From an optimization exercise on the open Yosys and OpenROAD flow, aimed at small area, a short achievable clock period and few clock cycles per item; shortcuts taken in it are not production practice.
No activity file was given, so power comes from the tool's default toggle rates.

==> module bias_relu, before the edit <==
module bias_relu (
    input  wire        clk,
    input  wire        rst,         
    input  wire        in_valid,
    output wire        in_ready,
    input  wire [31:0] in_a,        
    input  wire [31:0] in_b,        
    input  wire        in_add,      
    input  wire        in_relu,     
    output wire        out_valid,
    input  wire        out_ready,
    output wire [31:0] out_data
);
    integer i;
    reg v1, v2, hv, tv;
    wire r1_en = ~(v1 & v2 & tv);       
    wire r2_en = ~(v2 & tv);            
    wire wr    = v2 & ~tv;              
    wire rd    = hv & out_ready;        
    assign in_ready  = ir;
    assign out_valid = hv;
    reg  [31:0] a, b_in;
    reg         add, relu;
    always @(posedge clk)
        if (r1_en) begin
            a <= in_a; b_in <= in_b; add <= in_add; relu <= in_relu;
        end
    wire [31:0] b = add ? b_in : {a[31], 31'd0};
    wire        sa = a[31], sb = b[31];
    wire [7:0]  ea = a[30:23], eb = b[30:23];
    wire        ea_z = (ea == 8'd0), eb_z = (eb == 8'd0);
    wire        ea_m = (ea == 8'hFF), eb_m = (eb == 8'hFF);
    wire        fa_z = (a[22:0] == 23'd0), fb_z = (b[22:0] == 23'd0);
    wire        a_nan = ea_m & ~fa_z, b_nan = eb_m & ~fb_z;
    wire        a_inf = ea_m & fa_z,  b_inf = eb_m & fb_z;
    wire        sub  = sa ^ sb;
    wire        swap;
    bk_add #(31) u_cmp (.x(b[30:0]), .y(~a[30:0]), .cin(1'b0), .sum(), .cout(swap));
    wire        eqm  = b[30:0] == a[30:0];
    wire        a_zero = ea_z & fa_z;
    wire [7:0]  xa = {ea[7:1], ea[0] | ea_z};
    wire [7:0]  xb = {eb[7:1], eb[0] | eb_z};
    wire [7:0]  dab = xa - xb;
    wire [7:0]  dba = xb - xa;
    wire [7:0]  d   = swap ? dba : dab;
    wire        s_big  = swap ? sb : sa;
    wire [7:0]  x_big  = swap ? xb : xa;
    wire [23:0] m_big  = swap ? {~eb_z, b[22:0]} : {~ea_z, a[22:0]};
    wire [23:0] m_small= swap ? {~ea_z, a[22:0]} : {~eb_z, b[22:0]};
    wire        dbig = |d[7:5];
    wire [25:0] v0 = {m_small, 2'b00};
    wire [25:0] v1s = d[0] ? {1'b0,  v0[25:1]}  : v0;
    wire [25:0] v2s = d[1] ? {2'b0,  v1s[25:2]} : v1s;
    wire [25:0] v3s = d[2] ? {4'b0,  v2s[25:4]} : v2s;
    wire [25:0] v4s = d[3] ? {8'b0,  v3s[25:8]} : v3s;
    wire [25:0] v5s = d[4] ? {16'b0, v4s[25:16]} : v4s;
    wire        sticky = dbig ? (m_small != 24'd0) :
                         ((d[0] & v0[0]) | (d[1] & |v1s[1:0]) | (d[2] & |v2s[3:0]) |
                          (d[3] & |v3s[7:0]) | (d[4] & |v4s[15:0]));
    wire [25:0] sh = dbig ? 26'd0 : v5s;
    wire [26:0] m_small_al = {sh, sticky};
    wire [26:0] m_big_al   = {m_big, 3'b000};
    wire [27:0] sum;
    bk_add #(27) u_add (.x(m_big_al), .y(m_small_al ^ {27{sub}}), .cin(sub),
                         .sum(sum[26:0]), .cout(sum[27]));
    wire        nan_res  = a_nan | b_nan | (a_inf & b_inf & sub);
    wire        inf_res  = a_inf | b_inf;
    wire        zero_res = eqm & (sub | a_zero);
    wire        s_res    = zero_res ? (sa & sb) : s_big;
    wire        kill     = relu & (nan_res | zero_res | s_res);
    reg  [26:0] s27;
    reg         cout;
    reg  [7:0]  xq;
    reg         sq;
    reg         z_q;       
    reg         zs_q;
    reg         qnan_q;    
    reg         inf_q;     
    reg         pnan_q;    
    always @(posedge clk)
        if (r2_en) begin
            s27    <= sum[26:0];
            cout   <= sum[27] & ~sub;
            xq     <= x_big;
            sq     <= s_big;
            z_q    <= kill | (zero_res & ~nan_res);
            zs_q   <= ~kill & s_res;
            qnan_q <= add & nan_res;
            inf_q  <= inf_res & ~nan_res;
            pnan_q <= nan_res;
        end
    wire [27:0] s28 = {cout, s27};
    reg  [27:0] lim;
    always @(*) for (i = 0; i < 28; i = i + 1) lim[i] = (xq == 8'd27 - i);
    wire [27:0] s_l = s28 | lim;
    wire [4:0]  lz;
    lzc32 u_lzc (.x({s_l, 4'b0000}), .n(lz));
    wire [27:0] n4 = lz[4] ? {s28[11:0], 16'd0} : s28;
    wire [27:0] n3 = lz[3] ? {n4[19:0], 8'd0}  : n4;
    wire [27:0] n2 = lz[2] ? {n3[23:0], 4'd0}  : n3;
    wire [27:0] n1 = lz[1] ? {n2[25:0], 2'd0}  : n2;
    wire [27:0] nl = lz[0] ? {n1[26:0], 1'd0}  : n1;
    reg g, st, l;
    always @(*) begin
        case (lz)
            5'd0:    begin l = s28[4]; g = s28[3]; st = |s28[2:0]; end
            5'd1:    begin l = s28[3]; g = s28[2]; st = |s28[1:0]; end
            5'd2:    begin l = s28[2]; g = s28[1]; st = s28[0];    end
            default: begin l = 1'b0;   g = 1'b0;   st = 1'b0;      end
        endcase
    end
    wire        rnd = g & (st | l);
    wire [23:0] m   = nl[27:4];
    wire [23:0] mr  = {1'b0, m[22:0]} + {23'd0, rnd};     
    wire [8:0]  ex  = {1'b0, xq} - {4'd0, lz} + {7'd0, m[23]} + {7'd0, mr[23]};
    wire [31:0] pk  = {ex, mr[22:0]};
    wire        ovf = ex[8] | (ex[7:0] == 8'hFF);
    reg  [31:0] result;
    always @(*) begin
        if (z_q)
            result = {zs_q, 31'd0};
        else if (qnan_q)
            result = 32'h7FC00000;
        else if (inf_q | (ovf & ~pnan_q))
            result = {sq, 8'hFF, 23'd0};
        else
            result = {sq, pk[30:0]};
    end
    reg  [31:0] h, t;
    always @(posedge clk) begin
        if (~hv | out_ready)
            h <= tv ? t : result;
        if (~tv)
            t <= result;
    end
    assign out_data = h;
    wire v1_n = r1_en ? in_valid : v1;
    wire v2_n = r2_en ? v1 : v2;
    wire hv_n = wr | (hv & ~rd) | tv;
    wire tv_n = (tv & ~rd) | (wr & hv & ~rd);
    reg  ir;
    always @(posedge clk) begin
        if (rst) begin
            v1 <= 1'b0; v2 <= 1'b0; hv <= 1'b0; tv <= 1'b0; ir <= 1'b1;
        end else begin
            v1 <= v1_n; v2 <= v2_n; hv <= hv_n; tv <= tv_n;
            ir <= ~(v1_n & v2_n & tv_n);
        end
    end
endmodule
clock: 24.0 ns
lec_check: 0
abc_area: 1
cap_margin: 20
core_margin: 2
core_utilization: 40
slew_margin: 20
standard.sh (not shown) runs the stock make flow with config.mk's settings and CLKGATE_MAP_FILE= SYNTH_SCRIPT=/design/flow/synth_recipe.tcl, a recipe that flattens the netlist after the stock synthesis.
==> flow/flow/run.sh <==
#!/bin/bash
# Standard synthesis, then the standard layout steps with repair_timing
# aiming for a setup margin of 17 ns on the design's clock. 
set -e
bash standard.sh synth > synth.log 2>&1
bash standard.sh SETUP_SLACK_MARGIN=17  finish > layout.log 2>&1
Then changed:
--- a/flow/design.v
+++ b/flow/design.v
@@ -22,34 +22,35 @@
     reg  [31:0] a, b_in;
     reg         add, relu;
     always @(posedge clk)
         if (r1_en) begin
             a <= in_a; b_in <= in_b; add <= in_add; relu <= in_relu;
         end
-    wire [31:0] b = add ? b_in : {a[31], 31'd0};
+    wire [31:0] b = b_in;
     wire        sa = a[31], sb = b[31];
     wire [7:0]  ea = a[30:23], eb = b[30:23];
     wire        ea_z = (ea == 8'd0), eb_z = (eb == 8'd0);
     wire        ea_m = (ea == 8'hFF), eb_m = (eb == 8'hFF);
     wire        fa_z = (a[22:0] == 23'd0), fb_z = (b[22:0] == 23'd0);
-    wire        a_nan = ea_m & ~fa_z, b_nan = eb_m & ~fb_z;
-    wire        a_inf = ea_m & fa_z,  b_inf = eb_m & fb_z;
-    wire        sub  = sa ^ sb;
-    wire        swap;
-    bk_add #(31) u_cmp (.x(b[30:0]), .y(~a[30:0]), .cin(1'b0), .sum(), .cout(swap));
+    wire        a_nan = ea_m & ~fa_z, b_nan = add & eb_m & ~fb_z;
+    wire        a_inf = ea_m & fa_z,  b_inf = add & eb_m & fb_z;
+    wire        sub  = add & (sa ^ sb);
+    wire        gt;
+    bk_add #(31) u_cmp (.x(b[30:0]), .y(~a[30:0]), .cin(1'b0), .sum(), .cout(gt));
+    wire        swap = add & gt;
     wire        eqm  = b[30:0] == a[30:0];
     wire        a_zero = ea_z & fa_z;
     wire [7:0]  xa = {ea[7:1], ea[0] | ea_z};
     wire [7:0]  xb = {eb[7:1], eb[0] | eb_z};
     wire [7:0]  dab = xa - xb;
     wire [7:0]  dba = xb - xa;
     wire [7:0]  d   = swap ? dba : dab;
     wire        s_big  = swap ? sb : sa;
     wire [7:0]  x_big  = swap ? xb : xa;
     wire [23:0] m_big  = swap ? {~eb_z, b[22:0]} : {~ea_z, a[22:0]};
-    wire [23:0] m_small= swap ? {~ea_z, a[22:0]} : {~eb_z, b[22:0]};
+    wire [23:0] m_small= swap ? {~ea_z, a[22:0]} : ({~eb_z, b[22:0]} & {24{add}});
     wire        dbig = |d[7:5];
     wire [25:0] v0 = {m_small, 2'b00};
     wire [25:0] v1s = d[0] ? {1'b0,  v0[25:1]}  : v0;
     wire [25:0] v2s = d[1] ? {2'b0,  v1s[25:2]} : v1s;
     wire [25:0] v3s = d[2] ? {4'b0,  v2s[25:4]} : v2s;
     wire [25:0] v4s = d[3] ? {8'b0,  v3s[25:8]} : v3s;
@@ -62,35 +63,35 @@
     wire [26:0] m_big_al   = {m_big, 3'b000};
     wire [27:0] sum;
     bk_add #(27) u_add (.x(m_big_al), .y(m_small_al ^ {27{sub}}), .cin(sub),
                          .sum(sum[26:0]), .cout(sum[27]));
     wire        nan_res  = a_nan | b_nan | (a_inf & b_inf & sub);
     wire        inf_res  = a_inf | b_inf;
-    wire        zero_res = eqm & (sub | a_zero);
-    wire        s_res    = zero_res ? (sa & sb) : s_big;
+    wire        zero_res = add ? eqm & (sub | a_zero) : a_zero;
+    wire        s_res    = zero_res ? (sa & (sb | ~add)) : s_big;
     wire        kill     = relu & (nan_res | zero_res | s_res);
     reg  [26:0] s27;
     reg         cout;
     reg  [7:0]  xq;
     reg         sq;
     reg         z_q;       
     reg         zs_q;
     reg         qnan_q;    
     reg         inf_q;     
-    reg         pnan_q;    
+    reg         x254_q;    
     always @(posedge clk)
         if (r2_en) begin
             s27    <= sum[26:0];
             cout   <= sum[27] & ~sub;
             xq     <= x_big;
             sq     <= s_big;
             z_q    <= kill | (zero_res & ~nan_res);
             zs_q   <= ~kill & s_res;
             qnan_q <= add & nan_res;
             inf_q  <= inf_res & ~nan_res;
-            pnan_q <= nan_res;
+            x254_q <= (x_big == 8'd254);
         end
     wire [27:0] s28 = {cout, s27};
     reg  [27:0] lim;
     always @(*) for (i = 0; i < 28; i = i + 1) lim[i] = (xq == 8'd27 - i);
     wire [27:0] s_l = s28 | lim;
     wire [4:0]  lz;
@@ -111,20 +112,20 @@
     end
     wire        rnd = g & (st | l);
     wire [23:0] m   = nl[27:4];
     wire [23:0] mr  = {1'b0, m[22:0]} + {23'd0, rnd};     
     wire [8:0]  ex  = {1'b0, xq} - {4'd0, lz} + {7'd0, m[23]} + {7'd0, mr[23]};
     wire [31:0] pk  = {ex, mr[22:0]};
-    wire        ovf = ex[8] | (ex[7:0] == 8'hFF);
+    wire        ovf = x254_q & ((lz == 5'd0) | ((lz == 5'd1) & mr[23]));
     reg  [31:0] result;
     always @(*) begin
         if (z_q)
             result = {zs_q, 31'd0};
         else if (qnan_q)
             result = 32'h7FC00000;
-        else if (inf_q | (ovf & ~pnan_q))
+        else if (inf_q | ovf)
             result = {sq, 8'hFF, 23'd0};
         else
             result = {sq, pk[30:0]};
     end
     reg  [31:0] h, t;
     always @(posedge clk) begin
Result: The new run ran to the end with no violations; routed wire length goes up by 2.3%; power fell by 4.6%; worst setup slack gets better by 0.036 ns; critical path depth came out higher by 3; worst hold slack is about the same; count of clock-buffer cells in the layout goes down by 1; cell count goes up by 1.6%; sequential share of layout area is about the same; via count rose by 2.4%; synthesized area stays flat; clock skew is higher by 0.0041 ns; cell area barely changes; first-iteration DRC count is higher by 27%.
No functional check of the RTL was part of any run of this note.

## port drivers added, routing unchanged
No port has a modelled driver above. Below, the same layouts with a new extraction and two added sets of constraints. Step 1 (the two cells are an assumption about what drives the block):
set clk [get_ports {clk}]
set_driving_cell -lib_cell sky130_fd_sc_hd__clkbuf_16 $clk
set_driving_cell -lib_cell sky130_fd_sc_hd__buf_2 [delete_from_list [all_inputs] $clk]
Step 2 times the ports against the registers' clock, not the clock port: input delays grow and output delays shrink by t, the midpoint of the rising clock arrivals with the driver on. Three values: ideal, step 1, step 2; two values: the first two.
run	t, ns	setup slack, ns	hold slack, ns	worst setup path at the end	slew at the worst register clock pin (ns)
the first run	0.506	17.574 / 17.574 / 17.574	0.453 / 0.453 / 0.453	register to register	0.08 / 0.08
the second run	0.504	17.609 / 17.609 / 17.609	0.450 / 0.450 / 0.450	register to register	0.09 / 0.09
After both steps every run listed still meets setup and hold.
